This is an optimization exercise on Yosys and OpenROAD, whose aim is small area, a short achievable clock period and few clock cycles, not a production implementation. The RTL was checked by simulation tests, not by an equivalence proof against the original design.

**flow/run.sh**
```bash
#!/bin/bash
# synth_recipe.tcl (not shown) runs the flow's synth.tcl, then flattens the netlist and writes it again
# the make line also repeats each setting of config.mk as NAME=value (left out here)
make -C /OpenROAD-flow-scripts/flow DESIGN_CONFIG=/design/flow/config.mk WORK_HOME=/design/flow/orfs CLKGATE_MAP_FILE= SYNTH_SCRIPT=/design/flow/synth_recipe.tcl finish
```
**flow/config.mk**
```make
export PLATFORM = sky130hd
export DESIGN_NAME = pif_core
export DESIGN_NICKNAME = pif_core
export VERILOG_FILES = /design/flow/design.v
export SDC_FILE = /design/flow/constraint.sdc
export NUM_CORES = 4
export LEC_CHECK = 0
export CAP_MARGIN = 20
export CORE_MARGIN = 2
export CORE_UTILIZATION = 30
export SLEW_MARGIN = 20
```
**flow/constraint.sdc**
```tcl
create_clock -name core_clock -period 10.0 [get_ports {clk}]
set_input_delay 2.0000 -clock core_clock [delete_from_list [all_inputs] [get_ports {clk}]]
set_output_delay 2.0000 -clock core_clock [all_outputs]
set_load 0.01 [all_outputs]
```
**flow/design.v**
```verilog
module pif_core (
    input  wire         clk,
    input  wire         rst,
    input  wire         host_we,
    input  wire [5:0]   host_addr,
    input  wire [7:0]   host_wdata,
    output wire [7:0]   host_rdata,
    input  wire         start,
    output wire         ready,
    output wire         fault,
    input  wire [127:0] pad,
    output wire         save_en,
    output wire         save_we,
    output wire [7:0]   save_slice,
    output wire [63:0]  save_wdata,
    input  wire [63:0]  save_rdata
);
    localparam [15:0] PAK_LOCK_ADDR    = 16'h0400;
    localparam [15:0] PAK_USABLE_BOUND = 16'h7FE0;
    localparam [3:0] S_IDLE   = 4'd0,
                     S_WALK   = 4'd1,    
                     S_WALK2  = 4'd2,    
                     S_CRC    = 4'd3,    
                     S_CORR   = 4'd4,    
                     S_WRITE  = 4'd5,    
                     S_SRDREQ = 4'd6,    
                     S_SRD    = 4'd7,    
                     S_SWG1   = 4'd8,    
                     S_SWG2   = 4'd9,    
                     S_SWR    = 4'd10,   
                     S_FAULT  = 4'd11;
    localparam [2:0] K_SIG0 = 3'd0,
                     K_SIG4 = 3'd1,
                     K_POLL = 3'd2,
                     K_CRC  = 3'd3,
                     K_MARK = 3'd4;
    reg [511:0] mem;         
    reg [3:0]  st;
    reg [6:0]  p;            
    reg [2:0]  chan;         
    reg [63:0] f;            
    reg [7:0]  rl_r;         
    reg [2:0]  kind;
    reg [1:0]  pch;          
    reg [7:0]  slice;
    reg [6:0]  wlo, wend;    
    reg        zpend;        
    reg [7:0]  crc;
    reg [2:0]  crow, cend;   
    reg [2:0]  cms, cml;     
    reg        cfirst;
    reg [2:0]  ccnt;         
    reg        ovf_r;        
    reg [5:0]  sl_r;
    assign ready      = (st == S_IDLE);
    assign fault      = (st == S_FAULT);
    assign save_en    = (st == S_SRDREQ) || (st == S_SWR);
    assign save_we    = (st == S_SWR);
    assign save_slice = slice;
    assign save_wdata = f;
    wire       hostsel = (st == S_IDLE) || (st == S_FAULT);
    wire [6:0] q = p + 7'd4;     
    reg [2:0] erow;
    always @* begin
        case (st)
            S_WALK2: erow = p[5:3] + 3'd1;
            S_SWG1:  erow = q[5:3];
            S_SWG2:  erow = q[5:3] + 3'd1;
            S_CRC:   erow = crow;
            default: erow = p[5:3];
        endcase
    end
    wire [2:0]  rsel    = hostsel ? host_addr[5:3] : erow;
    wire [63:0] memrow  = mem[rsel * 64 +: 64];
    assign host_rdata   = memrow[host_addr[2:0] * 8 +: 8];
    wire [63:0] rowdata = (st == S_SRD) ? save_rdata : memrow;
    reg [31:0] rx32;
    always @* begin
        case (kind)
            K_SIG0:  rx32 = 32'h00010005;
            K_SIG4:  rx32 = 32'h00008000;
            K_POLL:  rx32 = pad[pch * 32 +: 32];
            K_CRC:   rx32 = {24'd0, crc};
            default: rx32 = {24'd0, rl_r | 8'h80};
        endcase
    end
    wire [63:0] X = (st == S_WRITE) ? {32'd0, rx32} : rowdata;
    reg [2:0] amt;
    always @* begin
        case (st)
            S_SWG1, S_SWG2: amt = q[2:0];
            S_WRITE, S_SRD: amt = 3'd0 - wlo[2:0];
            default:        amt = p[2:0];
        endcase
    end
    wire [127:0] XX = {X, X};
    wire [63:0]  W  = XX[amt * 8 +: 64];    
    wire        wmode  = (st == S_WRITE) || (st == S_SRD);
    wire        rng_en = wmode || (zpend && st == S_WALK);
    wire [63:0] lane_d = (st == S_IDLE) ? {8{host_wdata}} : (wmode ? W : 64'd0);
    wire        clr63 = (st == S_WALK || st == S_WALK2) &&
                        (endw || (!filler && allin && rlFE));
    integer i;
    always @(posedge clk) begin
        if (rst) begin
            mem <= 512'd0;
        end else begin
            for (i = 0; i < 64; i = i + 1) begin
                if ((st == S_IDLE && host_we && host_addr == i) ||
                    (rng_en && i >= wlo && i < wend) ||
                    (i == 63 && clr63))
                    mem[8*i +: 8] <= lane_d[8*(i%8) +: 8];
            end
        end
    end
    wire       w2 = (st == S_WALK2);
    wire [2:0] pl = p[2:0];
    wire [3:0] pl4 = {1'b0, pl};
    wire [7:0] m0 = (w2 && pl4 + 4'd0 <= 4'd7) ? f[7:0]   : W[7:0];
    wire [7:0] m1 = (w2 && pl4 + 4'd1 <= 4'd7) ? f[15:8]  : W[15:8];
    wire [7:0] m2 = (w2 && pl4 + 4'd2 <= 4'd7) ? f[23:16] : W[23:16];
    wire [7:0] m3 = (w2 && pl4 + 4'd3 <= 4'd7) ? f[31:24] : W[31:24];
    wire [7:0] m4 = (w2 && pl4 + 4'd4 <= 4'd7) ? f[39:32] : W[39:32];
    wire have1 = w2 || (pl4 + 4'd1 <= 4'd7);
    wire have2 = w2 || (pl4 + 4'd2 <= 4'd7);
    wire have3 = w2 || (pl4 + 4'd3 <= 4'd7);
    wire have4 = w2 || (pl4 + 4'd4 <= 4'd7);
    wire [7:0] h   = m0;
    wire [7:0] rlb = m1;
    wire [7:0] op  = m2;
    wire [5:0] sl  = h[5:0];
    wire [7:0] t1  = (sl > 6'd1) ? m3 : 8'h00;
    wire [7:0] t2  = (sl > 6'd2) ? m4 : 8'h00;
    wire       endw   = (p > 7'd62) || (h == 8'hFE);
    wire       filler = h[7] || h[6] || (h == 8'h00);
    wire [6:0] e      = p + 7'd2 + {1'b0, sl};
    wire       ovf1   = e > 7'd64;
    wire       rlFE   = (rlb == 8'hFE);
    wire       need3  = (op == 8'h02 || op == 8'h04 || op == 8'h05) && (sl > 6'd1);
    wire       need4  = (op == 8'h02) && (sl > 6'd2);
    wire       allin  = have1 && (rlFE || ovf1 ||
                         (have2 && (!need3 || have3) && (!need4 || have4)));
    wire [15:0] pak_off = {t1, t2} & 16'hFFE0;
    wire        ch0  = (chan == 3'd0);
    wire        ch4  = (chan == 3'd4);
    wire        chp  = (chan <= 3'd3);
    wire        d_sig0 = (op == 8'h00 || op == 8'hFF) && ch0;
    wire        d_sig4 = (op == 8'h00 || op == 8'hFF) && ch4;
    wire        d_poll = (op == 8'h01) && chp;
    wire        d_pak  = (op == 8'h02) &&
                         (pak_off == PAK_LOCK_ADDR || pak_off < PAK_USABLE_BOUND);
    wire        d_crc  = (op == 8'h03);
    wire        d_srd  = (op == 8'h04) && ch4;
    wire        d_swr  = (op == 8'h05) && ch4;
    wire        d_ok   = d_sig0 || d_sig4 || d_poll || d_pak || d_crc || d_srd || d_swr;
    wire [8:0] e_rl9 = {2'b00, e} + {1'b0, rlb};
    wire       ovf2  = e_rl9 > 9'd64;
    wire [6:0] e_rl  = e_rl9[6:0];
    wire [6:0] ms    = p + 7'd5;        
    wire [6:0] me1   = e - 7'd1;        
    wire [2:0] chan_inc = (chan == 3'd5) ? 3'd5 : chan + 3'd1;
    reg  [63:0] crc_in;
    integer l;
    always @* begin
        for (l = 0; l < 8; l = l + 1)
            crc_in[8*l +: 8] = ((!cfirst || l >= cms) && (crow != cend || l <= cml))
                               ? rowdata[8*l +: 8] : 8'h00;
    end
    wire [7:0] crc_row, crc_z, crc_zi;
    wire [7:0] crc_y = (st == S_CRC) ? crc_row : crc;
    assign crc_row[0] = ^(crc & 8'h8f) ^ ^(crc_in & 64'h01bfcfebb0cba841);
    assign crc_row[1] = ^(crc & 8'h1e) ^ ^(crc_in & 64'h027e9fd761975183);
    assign crc_row[2] = ^(crc & 8'hb2) ^ ^(crc_in & 64'h0443f14473e50b47);
    assign crc_row[3] = ^(crc & 8'h64) ^ ^(crc_in & 64'h0886e289e6ca178e);
    assign crc_row[4] = ^(crc & 8'hc9) ^ ^(crc_in & 64'h100cc513cd952f1c);
    assign crc_row[5] = ^(crc & 8'h92) ^ ^(crc_in & 64'h20188a279a2b5f38);
    assign crc_row[6] = ^(crc & 8'h24) ^ ^(crc_in & 64'h4030144f3457be70);
    assign crc_row[7] = ^(crc & 8'hc7) ^ ^(crc_in & 64'h80dfe775d865d4a0);
    assign crc_z[0] = ^(crc_row & 8'hbf);
    assign crc_z[1] = ^(crc_row & 8'h7e);
    assign crc_z[2] = ^(crc_row & 8'h43);
    assign crc_z[3] = ^(crc_row & 8'h86);
    assign crc_z[4] = ^(crc_row & 8'h0c);
    assign crc_z[5] = ^(crc_row & 8'h18);
    assign crc_z[6] = ^(crc_row & 8'h30);
    assign crc_z[7] = ^(crc_row & 8'hdf);
    assign crc_zi[0] = ^(crc_y & 8'h56);
    assign crc_zi[1] = ^(crc_y & 8'hac);
    assign crc_zi[2] = ^(crc_y & 8'h0f);
    assign crc_zi[3] = ^(crc_y & 8'h1f);
    assign crc_zi[4] = ^(crc_y & 8'h3f);
    assign crc_zi[5] = ^(crc_y & 8'h7f);
    assign crc_zi[6] = ^(crc_y & 8'hfe);
    assign crc_zi[7] = ^(crc_y & 8'hab);
    wire [2:0] ct = 3'd7 - cml;     
    wire [63:0] txm;
    genvar gk;
    generate
        for (gk = 0; gk < 8; gk = gk + 1) begin : g_txm
            assign txm[8*gk +: 8] = ({2'b00, sl_r} > gk + 2) ? W[8*gk +: 8] : 8'h00;
        end
    endgenerate
    wire [3:0] ql4 = {1'b0, q[2:0]};
    integer k;
    always @(posedge clk) begin
        if (rst) begin
            st    <= S_IDLE;
            zpend <= 1'b0;
        end else begin
            zpend <= 1'b0;
            case (st)
                S_IDLE: begin
                    if (start && mem[511:504] == 8'h01) begin
                        p     <= 7'd0;
                        chan  <= 3'd0;
                        st    <= S_WALK;
                    end
                end
                S_WALK, S_WALK2: begin
                    if (endw) begin
                        st <= S_IDLE;
                    end else if (filler) begin
                        chan <= chan_inc;
                        p    <= p + 7'd1;
                        st   <= S_WALK;
                    end else if (!allin) begin
                        f  <= W;
                        st <= S_WALK2;
                    end else if (rlFE) begin
                        st <= S_IDLE;
                    end else if (ovf1) begin
                        st <= S_FAULT;
                    end else if (!d_ok) begin
                        kind <= K_MARK;
                        rl_r <= rlb;
                        wlo  <= p + 7'd1;
                        wend <= p + 7'd2;
                        p    <= e;
                        chan <= chan_inc;
                        st   <= S_WRITE;
                    end else if (ovf2 && !d_swr) begin
                        st <= S_FAULT;
                    end else begin
                        wlo  <= e;
                        wend <= e_rl;
                        chan <= chan_inc;
                        pch  <= chan[1:0];
                        if (d_pak) begin
                            p     <= e_rl;
                            zpend <= 1'b1;
                            st    <= S_WALK;
                        end else if (d_swr) begin
                            slice <= t1;
                            sl_r  <= sl;
                            ovf_r <= ovf2;
                            st    <= S_SWG1;
                        end else if (d_srd) begin
                            slice <= t1;
                            p     <= e_rl;
                            st    <= S_SRDREQ;
                        end else if (d_crc) begin
                            p      <= e_rl;
                            kind   <= K_CRC;
                            crc    <= 8'h00;
                            crow   <= ms[5:3];
                            cms    <= ms[2:0];
                            cend   <= me1[5:3];
                            cml    <= me1[2:0];
                            cfirst <= 1'b1;
                            st     <= (sl > 6'd3) ? S_CRC : S_WRITE;
                        end else begin
                            p    <= e_rl;
                            kind <= d_sig0 ? K_SIG0 : d_sig4 ? K_SIG4 : K_POLL;
                            st   <= S_WRITE;
                        end
                    end
                end
                S_CRC: begin
                    cfirst <= 1'b0;
                    crow   <= crow + 3'd1;
                    if (crow == cend) begin
                        if (ct == 3'd0)
                            crc <= crc_z;
                        else if (ct == 3'd1)
                            crc <= crc_row;
                        else
                            crc <= crc_zi;
                        ccnt <= ct - 3'd2;
                        st   <= (ct <= 3'd2) ? S_WRITE : S_CORR;
                    end else begin
                        crc <= crc_row;
                    end
                end
                S_CORR: begin
                    crc  <= crc_zi;
                    ccnt <= ccnt - 3'd1;
                    if (ccnt == 3'd1)
                        st <= S_WRITE;
                end
                S_WRITE, S_SRD: begin
                    wlo   <= wlo + 7'd8;
                    zpend <= 1'b1;
                    st    <= S_WALK;
                end
                S_SRDREQ: st <= S_SRD;
                S_SWG1: begin
                    f  <= txm;
                    st <= (q[2:0] == 3'd0) ? S_SWR : S_SWG2;
                end
                S_SWG2: begin
                    for (k = 0; k < 8; k = k + 1)
                        if (ql4 + k > 4'd7)
                            f[8*k +: 8] <= txm[8*k +: 8];
                    st <= S_SWR;
                end
                S_SWR: begin
                    if (ovf_r) begin
                        st <= S_FAULT;
                    end else begin
                        p     <= wend;
                        zpend <= 1'b1;
                        st    <= S_WALK;
                    end
                end
                S_FAULT: ;
                default: st <= S_FAULT;
            endcase
        end
    end
endmodule
```
==> results.txt <==
-- layer usage --
metal	share of wire [%]	vias to the layer above	GRT usage [%]	wire length (um)
li1	-	18300	-	-
met4	6.8	10	16.7	14300
met5	0.033	-	0	70
met2	41	2737	41.8	86900
met1	41	20300	38.4	85800
met3	12	523	7.82	24400
-- layout by cell type (no fill, tap or decap), drive strengths merged, types with 25 or more instances in the layout --
master / Yosys / final
nor3: 47 / 47
o22ai: 78 / 78
a31oi: 41 / 41
clkbuf: 264 / 101
ha: 46 / 46
mux2i: 341 / 341
clkdlybuf4s50: 0 / 292
dfxtp: 517 / 517
mux4: 53 / 53
o21a: 34 / 34
nand2: 381 / 381
xnor3: 28 / 28
nand2b: 44 / 44
nand3: 65 / 65
xor2: 64 / 64
edfxtp: 139 / 139
buf: 117 / 325
a311oi: 25 / 25
a211oi: 407 / 407
a21oi: 252 / 252
a221oi: 91 / 91
o21ai: 196 / 196
and2: 94 / 94
mux2: 32 / 32
nor2b: 28 / 28
inv: 61 / 65
a22oi: 63 / 63
o211ai: 40 / 40
clkinv: 1 / 28
xnor2: 131 / 131
o221ai: 25 / 25
nor2: 845 / 845
-- synth_stat cells, types with 81 or more instances --
master / number / area [sq um]
sky130_fd_sc_hd__a211oi_1: 389 / 2920
sky130_fd_sc_hd__a21oi_1: 248 / 1240
sky130_fd_sc_hd__a221oi_1: 81 / 709
sky130_fd_sc_hd__and2_1: 92 / 576
sky130_fd_sc_hd__clkbuf_1: 263 / 987
sky130_fd_sc_hd__dfxtp_1: 517 / 10300
sky130_fd_sc_hd__edfxtp_1: 139 / 4170
sky130_fd_sc_hd__mux2i_1: 340 / 3400
sky130_fd_sc_hd__nand2_1: 380 / 1430
sky130_fd_sc_hd__nor2_1: 843 / 3160
sky130_fd_sc_hd__o21ai_0: 150 / 751
sky130_fd_sc_hd__xnor2_1: 130 / 1140
-- cell families (layout without fill, tap and decap cells) --
family	after synthesis	in the layout	share of synthesized area (%)
AO/OA/AOI/OAI	1401	1401	23.9
adder cells (fa/ha/maj)	49	49	1.51
AND/OR/NAND/NOR	1599	1599	16.7
flip-flops	656	656	35.0
multiplexers	426	426	12.0
XOR/XNOR	227	227	5.89
buffers and inverters	443	820	5.01
other	0	7	0
-- critical path, delay by kind of cell --
kind | cells | cell delay (ps)
simple gates | 5 | 1100
mux | 5 | 1360
compound gates | 12 | 3130
fa+ha+maj | 3 | 1040
buf+inv | 4 | 960
xor+xnor | 1 | 110
-- metrics by stage --
step | hold WS, ps | util [%]
after global placement | 465 | 34.8
final | 488 | 36.8
after global routing | 513 | 36.8
after CTS | 491 | 36.7
after floorplan | 452 | -
after detailed placement | 475 | 34.8
-- state kept, by name (all words and copies together), names as in the netlist, 2 cells and up --
| register | count |
|---|---|
| sl_r | 6 |
| cend | 3 |
| cms | 3 |
| p | 7 |
| pch | 2 |
| st | 4 |
| wlo | 7 |
| crc | 8 |
| slice | 8 |
| rl_r | 7 |
| chan | 3 |
| mem | 512 |
| f | 64 |
| crow | 3 |
| ccnt | 3 |
| wend | 7 |
| kind | 3 |
| cml | 3 |
-- worst paths after layout --
path	slack [ps]	endpoint	start
max	660	p[4]	host_addr[4]
min	490	mem[118]	mem[118]
max reg2reg	710	p[4]	st[3]
min reg2reg	490	mem[118]	mem[118]
-- area by class of cell --
type,instances,area (sq um)
Clock inverter,40,393
Clock buffer,101,2220
Multi-Input combinational cell,3702,25300
Inverter,62,233
Timing Repair Buffer,617,5540
Fill cell,14000,86800
Sequential cell,656,14500
Antenna cell,7,17.5
Tap cell,1794,2240
==> results.txt <==
- Result of the run: no timing/DRC/antenna violations
- Die Height: 376 um
- Core footprint: 137000 sq um
- Net count after synthesis: 5059
- Final worst-path cycle share: 93.4%
- Drt initial violations: 5722
- Clk Latency, worst-skew pair: 690 ps
- Number of buffers on the longest clock path: 3
- Quantity of hold-fixing buffers added after cts: 0
- Vias after detailed routing: 41.8k
- Post-synthesis sequential area ratio: 35.0%
- Number of distinct library cells after synthesis: 115
- Final setup viols: 0
- CTS Root Buffer Type: sky130_fd_sc_hd__clkbuf_16
- Worst Reg-to-Reg Cells: 35
- Global-route congestion overflow total: 0
- Max-slew violation total from the final report: 0
- Initial Util: 30.2%
- Number of instances in the synthesized netlist: 4801
- Final instance count without filler cells: 6979
- Critical Path Sink Type: register
- Length of the first detailed-routing pass in iterations: 6
- Average via count per standard cell: 6.00
- Synth Cell Area: 41500 sq um
- Final non-filler cell area: 50500 sq um
- First-pass GRT wire length: 294000 um
- Synthesis-stage register bit count: 656
- Number of buffers created by CTS: 78
- Kind of start point of the critical path: input pin
- Weighted congestion reported at the end of routability-driven placement: 1.06
- Post-route ant nets: 0
- Setup repair after global routing missed its margin: no
- Hold Crit Depth: 2
- Max-slew headroom: 17.8%
- Number of I/O port buffers: 293
- Ports placed on the boundary: 294
- Critical path data arrival time: 9740 ps
- Number of enable flip-flop cells after synthesis: 139
- Worst setup skew after layout: 47.9 ps
- Cell occurring most often along the worst timing path: sky130_fd_sc_hd__mux2i_1
- Layout Nets: 5375
- Combined global-route utilization of all metal layers: 28.9%
- Sum of routed wire length over all layers: 211000 um
- Post-CTS setup repair buffer count: 0
- Mean instance size in the synthesized netlist: 8.63 sq um
- Worst EP required: 10400 ps
- Type of the tightest min-delay check: reg2reg
- Biggest fanout along the worst timing path: 30
- Wire length per cell: 30.3 um
- DRC violations left: 0
- Gates resized, CTS repair: 0
- Ys Warns: 1
- Fmax achieved: 0.107 GHz
- Share of cells above drive strength 1: 13.2%
- Slowest stage delay, CP: 570 ps
- Die outline width: 376 um
- Detailed placement HPWL: 165000 um
- Worst Setup Path Type: in2reg
- Antenna violations before repair: 18
- Number of levels in the clock H-tree: 3
- Final number of hold-violating endpoints: 0
- Post-CTS clock slew at the launch and capture registers of the worst setup and hold paths: 60 ps
- Transition time at the pin with the least slew margin: 1230 ps
- Maximum number of pins on one net before global-route repair: 214
- Top flip-flop cell by instance count after synthesis: sky130_fd_sc_hd__dfxtp_1
- Synthesis-to-layout area growth: 21.8%
- Post-DP Area: 47800 sq um
- Maximum Capacitance Violations: 0
- Standard-cell row count: 136
- Worst Slack Setup Final: 657 ps
- Placed cells: 6831
- Clk sink count: 656
- Setup TNS: 0 ps
- Number of global-route vias before repair: 38.4k
- Final critical path time including I/O delays and setup: 9340 ps
- Standard cell with the maximum stage delay on the critical path: sky130_fd_sc_hd__fa_1
- Die Outline Area: 141000 sq um
- Proportion of register bits with asynchronous set or reset after synthesis: 0%
- Post-Place Worst Slack: 124 ps
- CTS tree: built
Testbench counts, summed over its fixed seeds: cycles 79,289.

-- what the ideal ports hide --
The results above use ideal ports. As a check the final layout listed here was re-extracted and re-timed, cells and wires unchanged.
Step 1: set_driving_cell puts a clkbuf_16 on clk and a buf_2 on each other input, an assumption about the parent block.
Step 2 times the ports against the registers' clock, not the clock port: input delays grow and output delays shrink by t, the midpoint of the rising clock arrivals with the driver on.
Slacks: ideal ports / drivers / drivers and shift; pairs: ideal ports / drivers.
shift t [ns]: 0.739
setup slack, ns: 0.657 / 0.683 / -0.056
hold slack, ns: 0.488 / 0.488 / 0.488
worst setup path at the end: input to register
cell pins on the clock port's net: 1
Met with ideal ports but missed after step 2: setup timing in this run. The setup slack of this run moves by +0.026 ns with the drivers and by -0.713 ns with both steps.
